This design comes from an exercise in tuning for small area, a short achievable clock period and few clock cycles on the open sky130 flow, not from production work. Only the layout flow was run in this run; the RTL was not checked for function there. Power and IR drop assume default switching activity.

==> flow/design.v <==
module dat_huff (
    input  wire        clk,
    input  wire        rst,
    input  wire        cmd_valid,
    output wire        cmd_ready,
    input  wire [2:0]  cmd_op,
    input  wire [15:0] cmd_arg,
    input  wire        in_valid,
    output wire        in_ready,
    input  wire [31:0] in_data,
    output reg         sym_valid,
    input  wire        sym_ready,
    output reg  [8:0]  sym_data,
    output reg  [1:0]  err
);
    localparam NS = 285;             
    localparam NG = 36;              
    localparam OP_NOP    = 3'd0;
    localparam OP_CLEAR  = 3'd1;
    localparam OP_SETLEN = 3'd2;
    localparam OP_BUILD  = 3'd3;
    localparam OP_INIT   = 3'd4;
    localparam OP_DECODE = 3'd5;
    localparam ERR_INVALID = 2'd1;
    localparam ERR_CORRUPT = 2'd2;
    localparam S_IDLE  = 3'd0;
    localparam S_BWAIT = 3'd1;
    localparam S_WALK  = 3'd2;
    localparam S_SCAN  = 3'd3;
    localparam S_DEC   = 3'd4;
    reg [2:0] state;
    reg       rdy;
    reg       empty;
    assign cmd_ready = rdy;
    wire acc   = cmd_valid & rdy;
    wire ok    = (err == 2'd0);
    reg        c_clr;                
    reg        c_set;                
    reg  [8:0] c_sym;
    reg  [4:0] c_len;
    wire [5*288-1:0] lenv;
    assign lenv[5*288-1:5*NS] = {(5*(288-NS)){1'b0}};
    wire len_clr = rst | c_clr;
    genvar gs;
    generate
        for (gs = 0; gs < NS; gs = gs + 1) begin : g_len
            reg [4:0] q;
            always @(posedge clk)
                if (len_clr)
                    q <= 5'd0;
                else if (c_set && c_sym == gs)
                    q <= c_len;
            assign lenv[5*gs +: 5] = q;
        end
    endgenerate
    reg  [5:0]  sc_g;                
    wire        in_scan = (state == S_SCAN);
    wire [5:0]  rd_g    = in_scan ? sc_g : c_sym[8:3];
    wire [39:0] rd_grp  = lenv[40*rd_g +: 40];
    wire [4:0]  old_len = rd_grp[5*c_sym[2:0] +: 5];
    reg        su_v;
    reg  [4:0] su_old;
    reg  [4:0] su_new;
    reg  [8:0] cnt [1:31];
    genvar gl;
    generate
        for (gl = 1; gl <= 31; gl = gl + 1) begin : g_cnt
            wire inc = su_v && su_new == gl;
            wire dec = su_v && su_old == gl;
            always @(posedge clk)
                if (len_clr)
                    cnt[gl] <= 9'd0;
                else if (inc && !dec)
                    cnt[gl] <= cnt[gl] + 9'd1;
                else if (dec && !inc)
                    cnt[gl] <= cnt[gl] - 9'd1;
        end
    endgenerate
    reg  [8:0] T [1:31];
    reg  [8:0] P [1:31];
    reg  [4:0] wl;
    reg  [8:0] wa;                   
    reg  [8:0] wv;                   
    wire [8:0] w_n  = cnt[wl];
    wire [9:0] w_t  = {1'b0, wv} + {1'b0, w_n};
    wire [8:0] w_a  = wa + w_n;
    wire       w_over = (w_n != 9'd0) && (wl <= 5'd8) && (w_t > (10'd1 << wl));
    reg  [39:0] sc_buf;
    reg  [7:0]  sc_m;
    reg  [5:0]  sc_bg;
    reg         pl_v;
    reg  [4:0]  pl_l;
    reg  [8:0]  pl_s;
    wire [7:0]  sc_low  = sc_m & (~sc_m + 8'd1);
    wire [7:0]  sc_rest = sc_m & ~sc_low;
    wire [2:0]  sc_j    = {|(sc_low & 8'hF0), |(sc_low & 8'hCC), |(sc_low & 8'hAA)};
    wire [7:0]  rd_pres;
    genvar ge_;
    generate
        for (ge_ = 0; ge_ < 8; ge_ = ge_ + 1) begin : g_pres
            assign rd_pres[ge_] = |rd_grp[5*ge_ +: 5];
        end
    endgenerate
    wire [8:0] pl_idx = P[pl_l];
    generate
        for (gl = 1; gl <= 31; gl = gl + 1) begin : g_tab
            always @(posedge clk) begin
                if (state == S_WALK && wl == gl) begin
                    T[gl] <= w_t[8:0];
                    P[gl] <= wa;
                end else if (pl_v && pl_l == gl) begin
                    P[gl] <= pl_idx + 9'd1;
                end
            end
        end
    endgenerate
    wire [9*NS-1:0] sav;
    generate
        for (gs = 0; gs < NS; gs = gs + 1) begin : g_sa
            reg [8:0] q;
            always @(posedge clk)
                if (pl_v && pl_idx == gs)
                    q <= pl_s;
            assign sav[9*gs +: 9] = q;
        end
    endgenerate
    reg  [31:0] W0;
    reg  [31:0] W1;
    reg         w1v;
    reg  [5:0]  p;
    reg         need;                
    reg  [15:0] dec_left;
    assign in_ready = need;
    wire [31:0] W1f = W1 | {32{~w1v}};
    wire [63:0] cat = {W0, W1f};
    wire [63:0] sh  = cat << p[4:0];
    wire [31:0] w   = p[5] ? W1f : sh[63:32];
    wire [32:1] ge;
    wire [32:1] gapc;
    wire [8:0]  noff [1:31];
    wire [31:1] kn_ok;
    assign ge[32]   = 1'b0;
    assign gapc[32] = 1'b0;
    generate
        for (gl = 1; gl <= 31; gl = gl + 1) begin : g_dec
            wire [8:0] tq = T[gl];
            assign kn_ok[gl] = ({1'b0, p} + gl) <= 7'd32;
            if (gl < 9) begin : g_s
                wire [gl-1:0] code = w[31 -: gl];
                wire [gl:0]   s    = {1'b0, code} + tq[gl:0];
                assign ge[gl]   = s[gl];
                assign gapc[gl] = (s == {1'b0, {gl{1'b1}}}) & tq[0];
                if (gl == 8) begin : g_n8
                    assign noff[gl] = {1'b1, ~s[gl-1:0]};
                end else begin : g_n
                    assign noff[gl] = {{(9-gl){1'b1}}, ~s[gl-1:0]};
                end
            end else if (gl == 9) begin : g_9
                wire [8:0] code = w[31 -: 9];
                wire [9:0] s    = {1'b0, code} + {1'b0, tq};
                assign ge[gl]   = s[9];
                assign gapc[gl] = (s == 10'd511) & tq[0];
                assign noff[gl] = ~s[8:0];
            end else begin : g_l
                wire [8:0] code = w[40-gl -: 9];
                wire       ones = &w[31 -: (gl-9)];
                wire [9:0] s    = {1'b0, code} + {1'b0, tq};
                assign ge[gl]   = ones & s[9];
                assign gapc[gl] = ones & (s == 10'd511) & tq[0];
                assign noff[gl] = ~s[8:0];
            end
        end
    endgenerate
    wire [31:1] oh = ge[31:1] & ~ge[32:2];
    wire        d_any = ge[1];
    wire        d_gap = |(oh & gapc[32:2]);
    wire        d_hit = d_any & ~d_gap;
    reg  [4:0] d_len;
    reg  [8:0] d_p;
    reg  [8:0] d_n;
    integer k;
    always @(*) begin
        d_len = 5'd0;
        d_p   = 9'd0;
        d_n   = 9'd0;
        for (k = 1; k <= 31; k = k + 1) begin
            d_len = d_len | ({5{oh[k]}} & k[4:0]);
            d_p   = d_p   | ({9{oh[k]}} & P[k]);
            d_n   = d_n   | ({9{oh[k]}} & noff[k]);
        end
    end
    wire d_valid = w1v | (d_any ? |(oh & kn_ok) : ~p[5]);
    reg        r1v;
    reg  [8:0] r1p;
    reg  [8:0] r1n;
    reg  [1:0] fcnt;
    reg  [8:0] fsk;
    wire cr_ok  = r1v ? (fcnt < 2'd2) : 1'b1;
    wire fire   = (state == S_DEC) && (dec_left != 16'd0) && cr_ok && d_valid;
    wire f_hit  = fire && d_hit;
    wire f_miss = fire && !d_hit;
    wire [6:0] pn    = {1'b0, p} + {2'b0, d_len};
    wire       wcross = w1v && pn[5];
    wire [8:0] s2_idx = r1p + r1n;
    wire [8:0] s2_sym = sav[9*s2_idx +: 9];
    wire       mv     = r1v && (fcnt != 2'd2);
    wire       pop    = sym_valid && sym_ready;
    wire dec_done = (dec_left == 16'd0) && !need && !r1v &&
                    (fcnt == 2'd0 || (fcnt == 2'd1 && pop));
    wire        a_dec  = acc && ok && cmd_op == OP_DECODE && cmd_arg != 16'd0;
    wire        a_inv  = acc && ok && (cmd_op[2:1] == 2'b11 ||
                         (cmd_op == OP_SETLEN && cmd_arg[8:0] >= NS));
    always @(posedge clk) begin
        if (rst) begin
            state    <= S_IDLE;
            rdy      <= 1'b1;
            err      <= 2'd0;
            empty    <= 1'b1;
            c_clr    <= 1'b0;
            c_set    <= 1'b0;
            su_v     <= 1'b0;
            p        <= 6'd32;
            w1v      <= 1'b0;
            need     <= 1'b0;
            dec_left <= 16'd0;
            r1v      <= 1'b0;
            fcnt     <= 2'd0;
            sym_valid <= 1'b0;
            pl_v     <= 1'b0;
        end else begin
            c_clr <= acc && ok && cmd_op == OP_CLEAR;
            c_set <= acc && ok && cmd_op == OP_SETLEN && cmd_arg[8:0] < NS;
            c_sym <= cmd_arg[8:0];
            c_len <= cmd_arg[13:9];
            if (a_inv)
                err <= ERR_INVALID;
            if (acc && ok && cmd_op == OP_INIT) begin
                p   <= 6'd32;
                w1v <= 1'b0;
            end
            if (acc && ok && cmd_op == OP_BUILD) begin
                state <= S_BWAIT;
                rdy   <= 1'b0;
            end
            if (a_dec) begin
                if (empty) begin
                    err <= ERR_CORRUPT;
                end else begin
                    state    <= S_DEC;
                    rdy      <= 1'b0;
                    dec_left <= cmd_arg;
                    need     <= ~w1v && p != 6'd0;
                end
            end
            su_v   <= c_set;
            su_old <= old_len;
            su_new <= c_len;
            if (c_clr)
                su_v <= 1'b0;
            pl_v <= 1'b0;
            case (state)
            S_BWAIT: begin
                state <= S_WALK;
                wl    <= 5'd31;
                wa    <= 9'd0;
                wv    <= 9'd0;
            end
            S_WALK: begin
                wa <= w_a;
                wv <= w_t[9:1] + {8'd0, w_t[0]};
                wl <= wl - 5'd1;
                if (w_over) begin
                    err   <= ERR_CORRUPT;
                    state <= S_IDLE;
                    rdy   <= 1'b1;
                end else if (wl == 5'd1) begin
                    empty <= (w_a == 9'd0);
                    if (w_a == 9'd0) begin
                        state <= S_IDLE;
                        rdy   <= 1'b1;
                    end else begin
                        state <= S_SCAN;
                        sc_g  <= 6'd0;
                        sc_m  <= 8'd0;
                    end
                end
            end
            S_SCAN: begin
                if (sc_m != 8'd0) begin
                    pl_v <= 1'b1;
                    pl_l <= sc_buf[5*sc_j +: 5];
                    pl_s <= {sc_bg, sc_j};
                end
                if (sc_rest == 8'd0) begin
                    if (sc_g != NG) begin
                        sc_buf <= rd_grp;
                        sc_m   <= rd_pres;
                        sc_bg  <= sc_g;
                        sc_g   <= sc_g + 6'd1;
                    end else begin
                        sc_m  <= 8'd0;
                        state <= S_IDLE;
                        rdy   <= 1'b1;
                    end
                end else begin
                    sc_m <= sc_rest;
                end
            end
            default: ;
            endcase
            if (need && in_valid) begin
                W1   <= in_data;
                w1v  <= 1'b1;
                need <= 1'b0;
            end
            if (f_hit) begin
                dec_left <= dec_left - 16'd1;
                if (wcross) begin
                    W0   <= W1;
                    w1v  <= 1'b0;
                    p    <= {1'b0, pn[4:0]};
                    need <= (dec_left != 16'd1) && pn[4:0] != 5'd0;
                end else begin
                    p <= pn[5:0];
                    if (!w1v && !need && dec_left != 16'd1)
                        need <= 1'b1;
                end
            end
            if (f_miss) begin
                dec_left <= 16'd0;
                err      <= ERR_CORRUPT;
            end
            if (f_hit) begin
                r1v <= 1'b1;
                r1p <= d_p;
                r1n <= d_n;
            end else if (mv) begin
                r1v <= 1'b0;
            end
            case (fcnt)
            2'd0: if (mv) begin
                      sym_data  <= s2_sym;
                      sym_valid <= 1'b1;
                      fcnt      <= 2'd1;
                  end
            2'd1: begin
                      if (mv && pop) begin
                          sym_data <= s2_sym;
                      end else if (mv) begin
                          fsk  <= s2_sym;
                          fcnt <= 2'd2;
                      end else if (pop) begin
                          sym_valid <= 1'b0;
                          fcnt      <= 2'd0;
                      end
                  end
            default: if (pop) begin
                      sym_data <= fsk;
                      fcnt     <= 2'd1;
                  end
            endcase
            if (state == S_DEC && dec_done) begin
                state <= S_IDLE;
                rdy   <= 1'b1;
            end
        end
    end
endmodule
==> flow/run.sh <==
#!/bin/bash
# synth_recipe.tcl (not shown) runs the flow's synth.tcl, then flattens the netlist and writes it again
# the make line also repeats each setting of config.mk as NAME=value (left out here)
make -C /OpenROAD-flow-scripts/flow DESIGN_CONFIG=/design/flow/config.mk WORK_HOME=/design/flow/orfs CLKGATE_MAP_FILE= SYNTH_SCRIPT=/design/flow/synth_recipe.tcl finish
==> flow/config.mk <==
export PLATFORM = sky130hd
export DESIGN_NAME = dat_huff
export DESIGN_NICKNAME = dat_huff
export VERILOG_FILES = /design/flow/design.v
export SDC_FILE = /design/flow/constraint.sdc
export NUM_CORES = 8
export LEC_CHECK = 0
export CAP_MARGIN = 20
export CORE_MARGIN = 2
export CORE_UTILIZATION = 40
export SLEW_MARGIN = 20
==> flow/constraint.sdc <==
create_clock -name core_clock -period 20.0 [get_ports {clk}]
set_input_delay 4.0000 -clock core_clock [delete_from_list [all_inputs] [get_ports {clk}]]
set_output_delay 4.0000 -clock core_clock [all_outputs]
set_load 0.01 [all_outputs]
==> flow_metrics.py <==
metrics = {
    "status": {
        "status": "complete, no violations",
    },
    "synth": {
        "synth.distinct_cells": 113,
        "muxShareOfSynthArea_pct": 12.70,
        "synth.avg_cell_area_sq_um": 11.96,
        "synth_ff_type": "edfxtp_1",
        "synth_edf_count": 3316,
        "synth-xor-area-share_pct": 1.791,
        "synth_simple_gate_area_share_pct": 10.95,
        "syn_area_sq_um": 235700,
        "async_flop_share_pct": 0,
        "ys_seq_area_share_pct": 57.04,
        "yosys_warnings": 22,
        "syn_nets": 20400,
        "syn_inst": 19710,
        "ys_seq_elements": 5059,
        "synthAdderAreaFrac_pct": 3.565,
        "synth-compound-area-share_pct": 11.03,
        "synth_top_family_by_area": "multiplexers",
    },
    "route": {
        "dr.pass1.iters": 10,
        "vias_per_cell": 6.034,
        "wirelength_mm": 753.7,
        "routed-via-count": 165900,
        "drc": 0,
        "wire_per_inst_microns": 27.42,
        "drtIter0Drc": 19790,
        "antenna_left": 0,
    },
    "timing": {
        "rsz0062_at_grt": "no",
        "fmax_mhz": 107.8,
        "finalHoldWorstSlack_ps": 450.5,
        "tns_ps": 0,
        "post-route-period-util_pct": 46.40,
        "slew_headroom_pct": 16.92,
        "finalClockSkew_ps": 104.7,
        "hold_viol_final": 0,
        "fin_crit_ps": 9279,
        "worstMarginPinSlew_ps": 1238,
        "setup_viol": 0,
        "report.final.slew_viol_count": 0,
    },
    "placement": {
        "gp_congestion": 0.9922,
        "dp_hpwl_mm": 489.0,
        "placedCellCount": 26510,
        "port_buffers": 69,
    },
    "power": {
        "p_leak_nw": 85.64,
        "clkPwrFrac_pct": 45.8,
        "powerDensity_nw_per_um2": 83.22,
        "power.internal_w": 0.01689,
        "ir_drop_uv": 88.99,
        "p_seq_share_pct": 50.8,
        "p_comb_share_pct": 3.4,
        "p_sw_share_pct": 22.53,
        "total_power_w": 0.02181,
        "net-switching-power_w": 0.004914,
    },
    "worst_setup_path": {
        "reg2reg_slack_ps": 10720,
        "cp-start-kind": "register",
        "cp.required_ps": 20660,
        "cp-end-kind": "register",
        "slowest_stage": "dfxtp_4",
        "rr_endpoint": "W0[28]",
        "slowest_delay_ps": 870,
        "crit_fanout": 58,
        "ff2ff_path_depth": 23,
        "path_class": "reg -> reg",
        "cp.arrival_ps": 9940,
        "path_cells": "buf_4 > mux2i_1 > mux4_2 > a22oi_1 > nand2_1 > inv_1 > ha_1 > inv_1 > fa_1 > nand2b_1 > a21oi_1 > xnor2_1 > and2_1 > a211oi_1 > o41a_1 > nor4b_1 > nand3_1 > a2111o_1 > nor2_1 > nand3_2 > buf_4 > nor4_2 > buf_4",
        "cpMostUsedCell": "buf_4",
        "rr_startpoint": "p[1]",
    },
    "layout": {
        "nets": 19970,
        "fill_cells": 53280,
        "drive_gt1_share_pct": 13.49,
        "instances_no_fill": 27490,
        "area_delta_synth_final_pct": 11.15,
        "final_util_pct": 44.68,
    },
    "flow_run": {
        "cap_violations": 0,
    },
    "min_path": {
        "worstHoldPathType": "reg -> reg",
        "whs_path_depth": 2,
        "min_from": "g_len[166].q[4]",
        "hold_end": "g_len[166].q[4]",
    },
    "cts": {
        "post_cts_buffers": 0,
        "ctsResizeCount": 0,
        "h-tree-depth": 6,
        "clockBufferDepth": 4,
        "cts_root_buf": "clkbuf_16",
        "cts_hold_buf": 0,
        "numCtsBuffers": 546,
        "path_clk_slew_ps": 60,
        "cts_tree": "done",
        "clk-insertion-delay-late_ps": 1100,
        "clock_sinks": 5059,
    },
    "global_route": {
        "gr-total-overflow": 0,
        "grt_pass1_wl_mm": 1099,
        "antenna_found_initial": 36,
        "grt_pass1_vias": 157100,
        "track_usage_pct": 24.49,
        "grt_max_degree": 221,
    },
    "die": {
        "fp.dieH_microns": 771.7,
        "dieWidth_microns": 771.7,
        "num_rows": 281,
        "ioPinCount": 70,
        "dieArea_sq_um": 595500,
        "start_util_pct": 40.20,
        "core_area_sq_um": 586400,
    },
}
[cells in the mapped netlist (90+ instances only)]
cell      number  area (sq um)
mux2_2        90          1013
a221oi_1     107         937.2
a21o_1       220          1652
xnor2_1      325          2846
nand2_1     2466          9256
xor2_1       157          1375
buf_1        146         548.0
edfxtp_1    3316         99580
a22oi_1      153          1149
inv_1        311          1167
nand4_1      111         694.4
o21bai_1      98         735.7
a311oi_1      90         788.3
a21oi_1     2264         11330
mux4_2      1202         27070
nand3_1     1107          5540
nor3_1       129         645.6
clkbuf_1    1210          4542
o21ai_0      731          3659
mux2i_1      184          1842
nor2_1      1574          5908
ha_1         567          7094
dfxtp_1     1743         34890
[state kept, by name, summed over array words and instances, names as in the netlist, 16 cells and up]
signal    cells
g_sa.q     2565
g_len.q    1425
P           279
cnt         279
T           251
sc_buf       40
W0           32
W1           32
dec_left     16
[cells by family after synthesis]
kind of cell / Yosys count
adder cells (fa/ha/maj): 633
AND/OR/NAND/NOR: 5935
AO/OA/AOI/OAI: 4363
XOR/XNOR: 482
multiplexers: 1478
flip-flops: 5059
buffers and inverters: 1764
[how the worst max path moves through the flow]
stage,from,to,slack (ps)
floorplan,p[1],W0[0],9370
global placement,p[1],r1p[4],10800
detailed placement,p[1],r1p[5],10740
CTS,p[1],r1p[5],10690
global route,p[1],W0[28],10220
finish,p[1],W0[28],10720
[stage by stage]
step | area (sq um) | setup slack, ps
after floorplan | 235700 | 9368
after global placement | 244500 | 10800
after detailed placement | 244500 | 10740
after CTS | 261900 | 10690
after global routing | 262000 | 10220
final | 262000 | 10720
[power by group through the flow]
stage	registers, W	logic, W	clock network, W
6_report	0.0111	0.000734	0.0100
5_1_grt	0.0111	0.000766	0.0106
4_1_cts	0.0111	0.000724	0.0101
3_5_place_dp	0.0113	0.000721	0
3_3_place_gp	0.0113	0.000721	0
2_1_floorplan	0.0113	0.000417	0
[placed cells by master, fill, tap and decap left out, drive strengths merged, types with 567 or more instances in the layout]
| cell type | netlist | final |
|---|---|---|
| a21oi | 2265 | 2265 |
| clkbuf | 1212 | 722 |
| dfxtp | 1743 | 1743 |
| edfxtp | 3316 | 3316 |
| ha | 567 | 567 |
| mux4 | 1202 | 1202 |
| nand2 | 2466 | 2466 |
| nand3 | 1108 | 1108 |
| nor2 | 1575 | 1575 |
| o21ai | 734 | 734 |
[area by class of cell]
type / instances / area [sq um] / area share, %
antenna: 7 / 17.52 / 0.006685
timing repair buffer: 465 / 3919 / 1.495
sequential: 5059 / 134500 / 51.32
clock inverter: 245 / 2416 / 0.9220
inverter: 317 / 1190 / 0.4541
multi-input combinational: 12890 / 95250 / 36.35
tap: 7782 / 9737 / 3.716
clock buffer: 722 / 15030 / 5.735
[metal layers]
| layer | vias up | track usage, % | share of wire, % |
|---|---|---|---|
| met5 | - | 0 | 0.011 |
| met4 | 14 | 8.062 | 3.7 |
| met3 | 1303 | 4.122 | 8.7 |
| met2 | 7571 | 37.22 | 45 |
| met1 | 83880 | 35.70 | 43 |
| li1 | 73090 | - | - |
[critical path: cells and delay by family, from the launching register on]
kind / cells / cell delay [ps]
AO/OA/AOI/OAI: 5 / 1700
XOR/XNOR: 1 / 160
adder cells (fa/ha/maj): 2 / 710
buffers and inverters: 5 / 2050
flip-flops: 1 / 870
multiplexers: 2 / 890
AND/OR/NAND/NOR: 8 / 2390

==> what the ideal ports hide <==
In the flow no input, the clock included, has a driving cell. The finished layout below was timed again as built, in two steps.
Step 1 sets driving cells, clkbuf_16 on the clock port and buf_2 on the other inputs (assumed; they add their load-dependent delay and slew).
Step 2, shift: input delay + t, output delay - t, t = (earliest + latest rising clock arrival at the registers) / 2. This alone moves slack from input paths to output paths.
a / b / c = ideal ports / drivers / drivers and shift; a / b = the first two.
shift t [ns]: 1.165
slack for setup (ns): 10.721 / 10.721 / 10.721
hold WS [ns]: 0.451 / 0.451 / 0.451
latest minus earliest clock arrival (ns): 0.105 / 0.105
After both steps this run still meets setup and hold. For this run, drivers alone change the setup slack by 0.000 ns; drivers and shift together by 0.000 ns.
